From an optimization exercise on the open Yosys and OpenROAD flow, aimed at small area and few clock cycles per item; shortcuts taken in it are not production practice.
Function was checked by simulation only, so behaviour that the tests miss may differ from the original.

==> run a: inputs <==
==> flow/design.v <==
module dnp_codec (
    input  wire        clk,
    input  wire        rst,         
    input  wire        req_valid,
    input  wire        req_write,
    input  wire [25:0] req_addr,
    input  wire [63:0] req_wdata,
    output reg         rsp_valid,
    output reg  [63:0] rsp_rdata
);
    localparam FRAME_MAX   = 64;
    localparam PAYLOAD_MAX = 36;
    localparam HDR_BYTES   = 28;
    localparam [7:0] A_CMD      = 8'h00, A_STATUS   = 8'h08, A_CTRL     = 8'h10,
                     A_CAP      = 8'h18, A_FLG_IN   = 8'h20, A_FLG_OUT  = 8'h28,
                     A_ADDR_IN  = 8'h30, A_ADDR_SVC = 8'h38, A_ADDR_CMP = 8'h40,
                     A_ADDR_RES = 8'h48, A_ADDR_TGT = 8'h50, A_PKT_ID   = 8'h58,
                     A_PKT_FLAGS= 8'h60, A_PKT_REQ  = 8'h68, A_PKT_RSP  = 8'h70,
                     A_PKT_DWS  = 8'h78, A_PKT_DWE  = 8'h80, A_PKT_PLEN = 8'h88,
                     A_PKT_PRES = 8'h90, A_IN_LEN   = 8'h98, A_OUT_LEN  = 8'hA0;
    localparam [3:0] OP_PACK = 4'h1, OP_UNPACK = 4'h2, OP_PARSE = 4'h3,
                     OP_SERIAL = 4'h4, OP_DECODE = 4'h5, OP_CLEAR = 4'h6;
    localparam [3:0] E_NONE = 4'd0, E_FLAGS_RANGE = 4'd1, E_LEN_RANGE = 4'd2,
                     E_MISSING = 4'd3, E_SHORT = 4'd4, E_OVERFLOW = 4'd5, E_BAD_CMD = 4'd6;
    reg [63:0] flg_in;
    reg [7:0]  flg_v;           
    reg        flg_hi;          
    reg [63:0] addr_in;
    reg [47:0] dec;             
    reg        dec_v;
    reg [63:0] pkt_id_n;        
    reg [7:0]  pkt_flags_n;
    reg [63:0] pkt_req_n, pkt_rsp_n, pkt_dws_n, pkt_dwe_n;
    reg [63:0] pkt_plen;
    reg        pres_id, pres_flags;
    reg [63:0] in_len;
    reg [6:0]  out_len;
    reg        st_done, st_sticky;
    reg [3:0]  st_code, st_last_op;
    reg        strict;
    reg [7:0] ibuf [0:FRAME_MAX-1];
    reg [7:0] obuf_n [0:FRAME_MAX-1];   
    reg [7:0] pbuf_n [0:PAYLOAD_MAX-1];  
    wire [1:0]  win     = req_addr[25:24];
    wire [7:0]  roff    = req_addr[7:0];
    wire        hi0     = (req_addr[23:8] == 16'd0);
    wire        lo_ok   = hi0 & (req_addr[7:6] == 2'd0);           
    wire        wr      = req_valid & req_write;
    wire        reg_wr  = wr & (win == 2'd0) & hi0;
    wire        cmd_wr  = reg_wr & (roff == A_CMD);
    wire        ibuf_wr = wr & (win == 2'd1) & lo_ok;
    wire        pbuf_wr = wr & (win == 2'd3) & lo_ok & (roff[5:0] < PAYLOAD_MAX);
    wire [3:0]  op      = req_wdata[3:0];
    wire        bad_cmd = (req_wdata[63:4] != 60'd0) | (op[3] | (op[2] & op[1] & op[0]));
    wire [6:0] n7          = in_len[6:0];
    wire       n_big       = (in_len[63:7] != 57'd0) | (n7 > 7'd64);
    wire       parse_short = strict & (n7 < HDR_BYTES);
    wire [5:0] p_plen      = (n7 > HDR_BYTES) ? 6'(n7 - HDR_BYTES) : 6'd0;
    wire ser_missing  = ~(pres_id & pres_flags);
    wire ser_len_err  = (pkt_plen[63:6] != 58'd0) | (pkt_plen[5:0] > PAYLOAD_MAX);
    wire ser_overflow = strict & ~(&{pkt_id_n[63:16], pkt_req_n[63:48], pkt_rsp_n[63:48],
                                     pkt_dws_n[63:48], pkt_dwe_n[63:48]});
    reg [3:0] cmd_err;
    always @(*) begin
        cmd_err = E_NONE;
        if (bad_cmd)
            cmd_err = E_BAD_CMD;
        else case (op)
            OP_UNPACK: if (flg_in[63:16] != 48'd0) cmd_err = E_FLAGS_RANGE;
            OP_PARSE: begin
                if (n_big)            cmd_err = E_LEN_RANGE;
                else if (parse_short) cmd_err = E_SHORT;
            end
            OP_SERIAL: begin
                if (ser_missing)       cmd_err = E_MISSING;
                else if (ser_len_err)  cmd_err = E_LEN_RANGE;
                else if (ser_overflow) cmd_err = E_OVERFLOW;
            end
            default: cmd_err = E_NONE;
        endcase
    end
    wire cmd_ok    = cmd_wr & (cmd_err == E_NONE);
    wire do_pack   = cmd_ok & (op == OP_PACK);
    wire do_unpack = cmd_ok & (op == OP_UNPACK);
    wire do_parse  = cmd_ok & (op == OP_PARSE);
    wire do_serial = cmd_ok & (op == OP_SERIAL);
    wire do_decode = cmd_ok & (op == OP_DECODE);
    wire do_clear  = cmd_ok & (op == OP_CLEAR);
    wire rc = rst | do_clear;
    wire [63:0] wdp = (rst | cmd_wr) ? 64'd0 : req_wdata;
    wire rw_ctrl  = reg_wr & (roff == A_CTRL);
    wire rw_flgin = reg_wr & (roff == A_FLG_IN);
    wire rw_adin  = reg_wr & (roff == A_ADDR_IN);
    wire rw_id    = reg_wr & (roff == A_PKT_ID);
    wire rw_flags = reg_wr & (roff == A_PKT_FLAGS);
    wire rw_req   = reg_wr & (roff == A_PKT_REQ);
    wire rw_rsp   = reg_wr & (roff == A_PKT_RSP);
    wire rw_dws   = reg_wr & (roff == A_PKT_DWS);
    wire rw_dwe   = reg_wr & (roff == A_PKT_DWE);
    wire rw_plen  = reg_wr & (roff == A_PKT_PLEN);
    wire rw_inlen = reg_wr & (roff == A_IN_LEN);
    reg [FRAME_MAX-1:0] psel;
    integer i;
    always @(*) begin
        for (i = 0; i < FRAME_MAX; i = i + 1)
            psel[i] = do_parse & (n7 > i);
    end
    always @(posedge clk) begin
        if (rw_ctrl | rc)  strict  <= wdp[0];
        if (rw_flgin | rc) flg_in  <= wdp;
        if (rw_adin | rc)  addr_in <= wdp;
        if (rw_inlen | rc) in_len  <= wdp;
    end
    always @(posedge clk) begin
        if (rc | do_pack | do_unpack) begin
            flg_v  <= ({8{do_pack}} & flg_in[7:0]) | ({8{do_unpack}} & flg_in[15:8]);
            flg_hi <= do_pack;
        end
    end
    always @(posedge clk) begin
        if (do_decode) dec <= addr_in[47:0];
        if (rc | do_decode) dec_v <= ~rc;
    end
    integer b;
    always @(posedge clk) begin
        if (rw_id | rc | do_parse) begin
            pkt_id_n[63:16] <= ~wdp[63:16];
            pkt_id_n[15:8]  <= ~(({8{psel[0]}} & ibuf[0]) | wdp[15:8]);
            pkt_id_n[7:0]   <= ~(({8{psel[1]}} & ibuf[1]) | wdp[7:0]);
        end
        if (rw_flags | rc | do_parse)
            pkt_flags_n <= ~(({8{psel[2]}} & ibuf[2]) | wdp[7:0]);
        if (rw_req | rc | do_parse) begin
            pkt_req_n[63:48] <= ~wdp[63:48];
            for (b = 0; b < 6; b = b + 1)
                pkt_req_n[8*(5-b) +: 8] <= ~(({8{psel[4+b]}} & ibuf[4+b]) | wdp[8*(5-b) +: 8]);
        end
        if (rw_rsp | rc | do_parse) begin
            pkt_rsp_n[63:48] <= ~wdp[63:48];
            for (b = 0; b < 6; b = b + 1)
                pkt_rsp_n[8*(5-b) +: 8] <= ~(({8{psel[10+b]}} & ibuf[10+b]) | wdp[8*(5-b) +: 8]);
        end
        if (rw_dws | rc | do_parse) begin
            pkt_dws_n[63:48] <= ~wdp[63:48];
            for (b = 0; b < 6; b = b + 1)
                pkt_dws_n[8*(5-b) +: 8] <= ~(({8{psel[16+b]}} & ibuf[16+b]) | wdp[8*(5-b) +: 8]);
        end
        if (rw_dwe | rc | do_parse) begin
            pkt_dwe_n[63:48] <= ~wdp[63:48];
            for (b = 0; b < 6; b = b + 1)
                pkt_dwe_n[8*(5-b) +: 8] <= ~(({8{psel[22+b]}} & ibuf[22+b]) | wdp[8*(5-b) +: 8]);
        end
        if (rw_plen | rc | do_parse) begin
            pkt_plen[63:6] <= wdp[63:6];
            pkt_plen[5:0]  <= ({6{do_parse}} & p_plen) | wdp[5:0];
        end
        if (rw_id | rc | do_parse)
            pres_id <= ~rc;
        if (rw_flags | rc | do_parse)
            pres_flags <= ~rc;
        if (rc | do_serial)
            out_len <= rc ? 7'd0 : 7'(pkt_plen[5:0] + HDR_BYTES);
    end
    always @(posedge clk) begin
        if (rst) begin
            st_done    <= 1'b0;
            st_sticky  <= 1'b0;
            st_code    <= 4'd0;
            st_last_op <= 4'd0;
        end else if (cmd_wr) begin
            st_done    <= 1'b1;
            st_last_op <= op;
            st_code    <= cmd_err;
            if (cmd_err != E_NONE)
                st_sticky <= 1'b1;
            else if (op == OP_CLEAR)
                st_sticky <= 1'b0;
        end
    end
    wire [8*HDR_BYTES-1:0] hdr_n = {pkt_id_n[15:0], pkt_flags_n, 8'hFF,
                                    pkt_req_n[47:0], pkt_rsp_n[47:0],
                                    pkt_dws_n[47:0], pkt_dwe_n[47:0]};
    integer k;
    always @(posedge clk) begin
        for (k = 0; k < FRAME_MAX; k = k + 1)
            if (ibuf_wr && roff[5:0] == k)
                ibuf[k] <= req_wdata[7:0];
        for (k = 0; k < PAYLOAD_MAX; k = k + 1)
            if ((pbuf_wr && roff[5:0] == k) || psel[HDR_BYTES + k])
                pbuf_n[k] <= ~(({8{psel[HDR_BYTES + k]}} & ibuf[HDR_BYTES + k]) | wdp[7:0]);
        for (k = 0; k < HDR_BYTES; k = k + 1)
            if (do_serial && k != 3)
                obuf_n[k] <= hdr_n[8*(HDR_BYTES-1-k) +: 8];
        for (k = 0; k < PAYLOAD_MAX; k = k + 1)
            if (do_serial && k < pkt_plen[5:0])
                obuf_n[HDR_BYTES + k] <= pbuf_n[k];
    end
    reg [1:0] r_win;
    reg [7:0] r_off;
    reg       r_ok;
    always @(posedge clk) begin
        rsp_valid <= req_valid & ~rst;
        r_win     <= win;
        r_off     <= roff;
        r_ok      <= (win == 2'd0) ? hi0 :
                     (win == 2'd3) ? (lo_ok & (roff[5:0] < PAYLOAD_MAX)) : lo_ok;
    end
    wire [15:0] d_svc = dec[47:32];
    wire [15:0] d_cmp = dec[31:16];
    wire [15:0] d_res = dec[15:0];
    wire [17:0] tgt = (d_res != 16'd0) ? {2'd3, d_res} :
                      (d_cmp != 16'd0) ? {2'd2, d_cmp} :
                      (d_svc != 16'd0) ? {2'd1, d_svc} : 18'd0;
    reg [63:0] rdata;
    always @(*) begin
        rdata = 64'd0;
        if (r_ok) case (r_win)
            2'd0: case (r_off)
                A_STATUS:    rdata = {52'd0, st_last_op, st_code, 1'b0, st_sticky, (st_code != 4'd0), st_done};
                A_CTRL:      rdata = {63'd0, strict};
                A_CAP:       rdata = {16'd0, 8'd1, 32'd64, 8'd28};
                A_FLG_IN:    rdata = flg_in;
                A_FLG_OUT:   rdata = flg_hi ? {48'd0, flg_v, 8'd0} : {56'd0, flg_v};
                A_ADDR_IN:   rdata = addr_in;
                A_ADDR_SVC:  rdata = dec_v ? {48'd0, d_svc} : 64'd0;
                A_ADDR_CMP:  rdata = dec_v ? {48'd0, d_cmp} : 64'd0;
                A_ADDR_RES:  rdata = dec_v ? {48'd0, d_res} : 64'd0;
                A_ADDR_TGT:  rdata = dec_v ? {46'd0, tgt} : 64'd0;
                A_PKT_ID:    rdata = ~pkt_id_n;
                A_PKT_FLAGS: rdata = {56'd0, ~pkt_flags_n};
                A_PKT_REQ:   rdata = ~pkt_req_n;
                A_PKT_RSP:   rdata = ~pkt_rsp_n;
                A_PKT_DWS:   rdata = ~pkt_dws_n;
                A_PKT_DWE:   rdata = ~pkt_dwe_n;
                A_PKT_PLEN:  rdata = pkt_plen;
                A_PKT_PRES:  rdata = {62'd0, pres_flags, pres_id};
                A_IN_LEN:    rdata = in_len;
                A_OUT_LEN:   rdata = {57'd0, out_len};
                default:     rdata = 64'd0;
            endcase
            2'd1: rdata = {56'd0, ibuf[r_off[5:0]]};
            2'd2: rdata = (r_off[5:0] == 6'd3) ? 64'd0 : {56'd0, ~obuf_n[r_off[5:0]]};
            2'd3: rdata = {56'd0, ~pbuf_n[r_off[5:0]]};
        endcase
    end
    always @(*) rsp_rdata = rdata;
endmodule
==> flow/flow/run.sh <==
#!/bin/bash
# Own flow: the standard layout (standard.sh) with these changes:
#  - synthesis maps the combinational logic with ABC's area-oriented mapper
#    followed by ABC's timing-driven buffering and sizing (flow/map.script),
#    instead of ORFS's abc_speed/abc_area script; the registers, their names
#    and cell types are the standard synthesis's (flip-flops are mapped
#    before ABC runs, and ABC only sees the combinational logic);
#  - port buffers are the smallest buffer cell (buf_1);
#  - CTS uses clkbuf_8 with sink clusters of at most 18 and no dummy loads.
# Each make step writes its own log under orfs/logs; make's output goes to
# make_finish.log.
set -euo pipefail
W=$(pwd)
export MY_ABC_SCRIPT=$W/flow/map.script
export BUFFER_PORTS_ARGS="-buffer_cell sky130_fd_sc_hd__buf_1"
export CTS_ARGS="-sink_clustering_enable -repair_clock_nets -dont_use_dummy_load -buf_list sky130_fd_sc_hd__clkbuf_8 -sink_clustering_size 18 -sink_clustering_max_diameter 50"
sed -E "s#SYNTH_SCRIPT=[^ ]+#SYNTH_SCRIPT=$W/flow/my_synth.tcl#" standard.sh > my_standard.sh
grep -q "SYNTH_SCRIPT=$W/flow/my_synth.tcl" my_standard.sh
bash my_standard.sh finish > make_finish.log 2>&1
==> flow/flow/map.script <==
strash
dch -f
amap
topo
stime -c
buffer -c
upsize -c
dnsize -c
==> flow/flow/my_synth.tcl <==
# synth_recipe.tcl with one change: ABC maps the combinational logic with
# the script in $::env(MY_ABC_SCRIPT) instead of ORFS's abc_area/abc_speed.
proc synth {args} { yosys synth -nofsm -noshare {*}$args }
set fh [open $::env(SCRIPTS_DIR)/synth.tcl r]
set synth_txt [read $fh]
close $fh
set abc_old {log_cmd abc {*}$abc_args}
if {[string first $abc_old $synth_txt] < 0} { error "abc call not found in synth.tcl" }
set synth_txt [string map [list $abc_old {log_cmd abc {*}[lreplace $abc_args 1 1 $::env(MY_ABC_SCRIPT)]}] $synth_txt]
eval $synth_txt
# left out here: clear keep_hierarchy, flatten, clean up, hide names made inside functions, write 1_2_yosys.v
==> flow/standard.sh <==
#!/bin/bash
# synth_recipe.tcl (not shown) runs the flow's synth.tcl, then flattens the netlist and writes it again
# the make line also repeats each setting of config.mk as NAME=value (left out here)
make -C /OpenROAD-flow-scripts/flow DESIGN_CONFIG=/design/flow/config.mk WORK_HOME=/design/flow/orfs CLKGATE_MAP_FILE= SYNTH_SCRIPT=/design/flow/synth_recipe.tcl "${@:-finish}"
==> flow/config.mk <==
export PLATFORM = sky130hd
export DESIGN_NAME = dnp_codec
export DESIGN_NICKNAME = dnp_codec
export VERILOG_FILES = /design/flow/design.v
export SDC_FILE = /design/flow/constraint.sdc
export NUM_CORES = 4
export LEC_CHECK = 0
export CAP_MARGIN = 5
export CORE_MARGIN = 2
export CORE_UTILIZATION = 65
export GPL_TIMING_DRIVEN = 0
export PLACE_DENSITY = 0.75
export SLEW_MARGIN = 5
==> flow/constraint.sdc <==
create_clock -name core_clock -period 10.0 [get_ports {clk}]
set_input_delay 2.0000 -clock core_clock [delete_from_list [all_inputs] [get_ports {clk}]]
set_output_delay 2.0000 -clock core_clock [all_outputs]
set_load 0.01 [all_outputs]
==> run b: changes against run a <==
--- a/flow/design.v
+++ b/flow/design.v
@@ -40,3 +40,9 @@
     reg        strict;
-    reg [7:0] ibuf [0:FRAME_MAX-1];
+    reg        big_flg, big_inlen, big_plen, big_id, big_req, big_rsp, big_dws, big_dwe;
+    reg [7:0] ibt [0:FRAME_MAX/2-1];
+    reg [7:0] ibn [0:FRAME_MAX/2-1];
+    reg       phase;
+    reg       pend_ib, pend_parse;
+    reg [7:0] pdata;
+    reg [4:0] pj;
     reg [7:0] obuf_n [0:FRAME_MAX-1];   
@@ -52,6 +58,17 @@
     wire        pbuf_wr = wr & (win == 2'd3) & lo_ok & (roff[5:0] < PAYLOAD_MAX);
-    wire [3:0]  op      = req_wdata[3:0];
-    wire        bad_cmd = (req_wdata[63:4] != 60'd0) | (op[3] | (op[2] & op[1] & op[0]));
+    wire [3:0]  op_in   = req_wdata[3:0];
+    wire        bad_in  = (req_wdata[63:4] != 60'd0) | (op_in[3] | (op_in[2] & op_in[1] & op_in[0]));
+    wire        ib_def  = ibuf_wr & (roff[0] == phase);
+    wire        p_def   = cmd_wr & ~bad_in & (op_in == OP_PARSE) & phase;
+    wire        cmd_x   = (cmd_wr & ~p_def) | pend_parse;
+    wire [3:0]  op      = pend_parse ? OP_PARSE : op_in;
+    wire        bad_cmd = bad_in & ~pend_parse;
+    wire [7:0]  ibuf [0:FRAME_MAX-1];
+    genvar gi;
+    for (gi = 0; gi < FRAME_MAX/2; gi = gi + 1) begin : g_ib
+        assign ibuf[2*gi]     = ibt[gi];
+        assign ibuf[2*gi + 1] = ibn[gi];
+    end
     wire [6:0] n7          = in_len[6:0];
-    wire       n_big       = (in_len[63:7] != 57'd0) | (n7 > 7'd64);
+    wire       n_big       = big_inlen | (n7 > 7'd64);
     wire       parse_short = strict & (n7 < HDR_BYTES);
@@ -59,5 +76,4 @@
     wire ser_missing  = ~(pres_id & pres_flags);
-    wire ser_len_err  = (pkt_plen[63:6] != 58'd0) | (pkt_plen[5:0] > PAYLOAD_MAX);
-    wire ser_overflow = strict & ~(&{pkt_id_n[63:16], pkt_req_n[63:48], pkt_rsp_n[63:48],
-                                     pkt_dws_n[63:48], pkt_dwe_n[63:48]});
+    wire ser_len_err  = big_plen | (pkt_plen[5:0] > PAYLOAD_MAX);
+    wire ser_overflow = strict & (big_id | big_req | big_rsp | big_dws | big_dwe);
     reg [3:0] cmd_err;
@@ -68,3 +84,3 @@
         else case (op)
-            OP_UNPACK: if (flg_in[63:16] != 48'd0) cmd_err = E_FLAGS_RANGE;
+            OP_UNPACK: if (big_flg) cmd_err = E_FLAGS_RANGE;
             OP_PARSE: begin
@@ -81,3 +97,3 @@
     end
-    wire cmd_ok    = cmd_wr & (cmd_err == E_NONE);
+    wire cmd_ok    = cmd_x & (cmd_err == E_NONE);
     wire do_pack   = cmd_ok & (op == OP_PACK);
@@ -89,3 +105,3 @@
     wire rc = rst | do_clear;
-    wire [63:0] wdp = (rst | cmd_wr) ? 64'd0 : req_wdata;
+    wire [63:0] wdp = (rst | cmd_x | cmd_wr) ? 64'd0 : req_wdata;
     wire rw_ctrl  = reg_wr & (roff == A_CTRL);
@@ -107,2 +123,15 @@
     end
+    wire or_hi  = |wdp[63:48];
+    wire or_mid = |wdp[47:16];
+    wire or_lo  = |wdp[15:7];
+    always @(posedge clk) begin
+        if (rw_flgin | rc) big_flg   <= or_hi | or_mid;
+        if (rw_inlen | rc) big_inlen <= or_hi | or_mid | or_lo;
+        if (rw_plen | rc | do_parse) big_plen <= or_hi | or_mid | or_lo | wdp[6];
+        if (rw_id | rc | do_parse)   big_id   <= or_hi | or_mid;
+        if (rw_req | rc | do_parse)  big_req  <= or_hi;
+        if (rw_rsp | rc | do_parse)  big_rsp  <= or_hi;
+        if (rw_dws | rc | do_parse)  big_dws  <= or_hi;
+        if (rw_dwe | rc | do_parse)  big_dwe  <= or_hi;
+    end
     always @(posedge clk) begin
@@ -169,3 +198,3 @@
             st_last_op <= 4'd0;
-        end else if (cmd_wr) begin
+        end else if (cmd_x) begin
             st_done    <= 1'b1;
@@ -182,7 +211,23 @@
                                     pkt_dws_n[47:0], pkt_dwe_n[47:0]};
+    wire [7:0] wbus = pend_ib ? pdata : req_wdata[7:0];
     integer k;
     always @(posedge clk) begin
-        for (k = 0; k < FRAME_MAX; k = k + 1)
-            if (ibuf_wr && roff[5:0] == k)
-                ibuf[k] <= req_wdata[7:0];
+        for (k = 0; k < FRAME_MAX/2; k = k + 1) begin
+            ibn[k] <= ibt[k];
+            if ((ibuf_wr && !ib_def && roff[5:1] == k) || (pend_ib && pj == k))
+                ibt[k] <= wbus;
+            else
+                ibt[k] <= ibn[k];
+        end
+    end
+    always @(posedge clk) begin
+        phase      <= ~rst & ~phase;
+        pend_ib    <= ~rst & ib_def;
+        pend_parse <= ~rst & p_def;
+        if (ib_def) begin
+            pdata <= req_wdata[7:0];
+            pj    <= roff[5:1];
+        end
+    end
+    always @(posedge clk) begin
         for (k = 0; k < PAYLOAD_MAX; k = k + 1)
@@ -201,3 +246,3 @@
     always @(posedge clk) begin
-        rsp_valid <= req_valid & ~rst;
+        rsp_valid <= ~rst & ((req_valid & ~ib_def & ~p_def) | pend_ib | pend_parse);
         r_win     <= win;
@@ -240,3 +285,3 @@
             endcase
-            2'd1: rdata = {56'd0, ibuf[r_off[5:0]]};
+            2'd1: rdata = {56'd0, (r_off[0] == phase) ? ibt[r_off[5:1]] : ibn[r_off[5:1]]};
             2'd2: rdata = (r_off[5:0] == 6'd3) ? 64'd0 : {56'd0, ~obuf_n[r_off[5:0]]};
--- a/flow/flow/run.sh
+++ b/flow/flow/run.sh
@@ -2,4 +2,5 @@
 # Own flow: the standard layout (standard.sh) with these changes:
-#  - synthesis maps the combinational logic with ABC's area-oriented mapper
-#    followed by ABC's timing-driven buffering and sizing (flow/map.script),
+#  - synthesis maps the combinational logic with ABC (structural choices,
+#    the area-recovering &nf mapper)
+#    then ABC's timing-driven buffering and sizing (flow/map.script),
 #    instead of ORFS's abc_speed/abc_area script; the registers, their names
@@ -8,3 +9,6 @@
 #  - port buffers are the smallest buffer cell (buf_1);
-#  - CTS uses clkbuf_8 with sink clusters of at most 18 and no dummy loads.
+#  - CTS uses clkbuf_8 with sink clusters of at most 18 and no dummy loads;
+#  - after global routing, one more repair_design with wider margins
+#    (flow/post_grt.tcl), so the layout keeps its slew and capacitance limits
+#    after detailed routing.
 # Each make step writes its own log under orfs/logs; make's output goes to
@@ -16,2 +20,3 @@
 export CTS_ARGS="-sink_clustering_enable -repair_clock_nets -dont_use_dummy_load -buf_list sky130_fd_sc_hd__clkbuf_8 -sink_clustering_size 18 -sink_clustering_max_diameter 50"
+export POST_GLOBAL_ROUTE_TCL=$W/flow/post_grt.tcl
 sed -E "s#SYNTH_SCRIPT=[^ ]+#SYNTH_SCRIPT=$W/flow/my_synth.tcl#" standard.sh > my_standard.sh
==> flow/flow/map.script (replaced) <==
strash
&get -n
&st
&syn2
&dch -f
&nf -R 1000 -p -C 32
&put
topo
stime -c
buffer -c
upsize -c
dnsize -c
==> flow/flow/post_grt.tcl (new file) <==
# Runs at the end of ORFS's global route step (POST_GLOBAL_ROUTE_TCL): one more
# repair_design with wider margins than the step's own, so that the slews and
# capacitances still meet the limits after detailed routing and antenna diodes;
# then the incremental placement/route clean-up the step itself uses, and the
# route guides written again for detailed routing.
log_cmd estimate_parasitics -global_routing
log_cmd repair_design -slew_margin 35 -cap_margin 35 -verbose
log_cmd global_route -start_incremental
log_cmd detailed_placement
log_cmd global_route -end_incremental \
  -congestion_report_file $::env(REPORTS_DIR)/congestion_post_bench_repair.rpt
log_cmd estimate_parasitics -global_routing
report_check_types -max_slew -max_capacitance -violators
report_worst_slack -max
report_worst_slack -min
write_guides $::env(RESULTS_DIR)/route.guide
CAP_MARGIN = 20   (was 5)
CORE_UTILIZATION = 45   (was 65)
PLACE_DENSITY = 0.6   (was 0.75)
SETUP_SLACK_MARGIN = 1.5   (was unset)
SLEW_MARGIN = 20   (was 5)
==> reports/qor.log <==
[global_route] global-route wire length before repair 489300 µm
[sta] fin worst setup slack -522.2 ps
[sta] Slew Viols, Final 229
[outcome] outcome complete, but fails checks
[sta] count of endpoints failing setup in the final report 48
[global_route] total routing usage reported by global routing 0.6115
[run] Max Cap Violations 25
[outcome] set of violated layout checks max-capacitance violations, max-slew violations, negative setup slack
That was run a.
==> reports/qor.log <==
[sta] fin worst setup slack 1042 ps
[sta] final hold violations 0
[run] Max Cap Violations 0
[sta] count of endpoints failing setup in the final report 0
[sta] Slew Viols, Final 0
[global_route] total routing usage reported by global routing 0.5502
[global_route] via count of the first global-routing pass 57280
[outcome] outcome complete, no violations
That was run b.
Testbench counts of run a, summed over its fixed seeds: cycles 45,046, accesses 45,046.
Testbench counts of run b, summed over its fixed seeds: cycles 45,333, accesses 45,046.

## separate check: timing with driven ports
In the flow no input, the clock included, has a driving cell. The finished layouts below were timed again as built, in two steps.
Step 1 assumes that a clkbuf_16 drives the clock port and a buf_2 every other input.
Step 2, shift: input delay + t, output delay - t, t = (earliest + latest rising clock arrival at the registers) / 2. This alone moves slack from input paths to output paths.
Slacks: no drivers / after step 1 / after step 2; pairs: no drivers / after step 1.
run | t, ns | slack for setup (ns) | worst hold slack (ns) | cell pins on the clock port's net
run a | 1.069 | -0.522 / -0.608 / -0.066 | 0.425 / 0.425 / 0.425 | 1
run b | 1.116 | 1.042 / 0.952 / 1.575 | 0.344 / 0.344 / 0.344 | 1
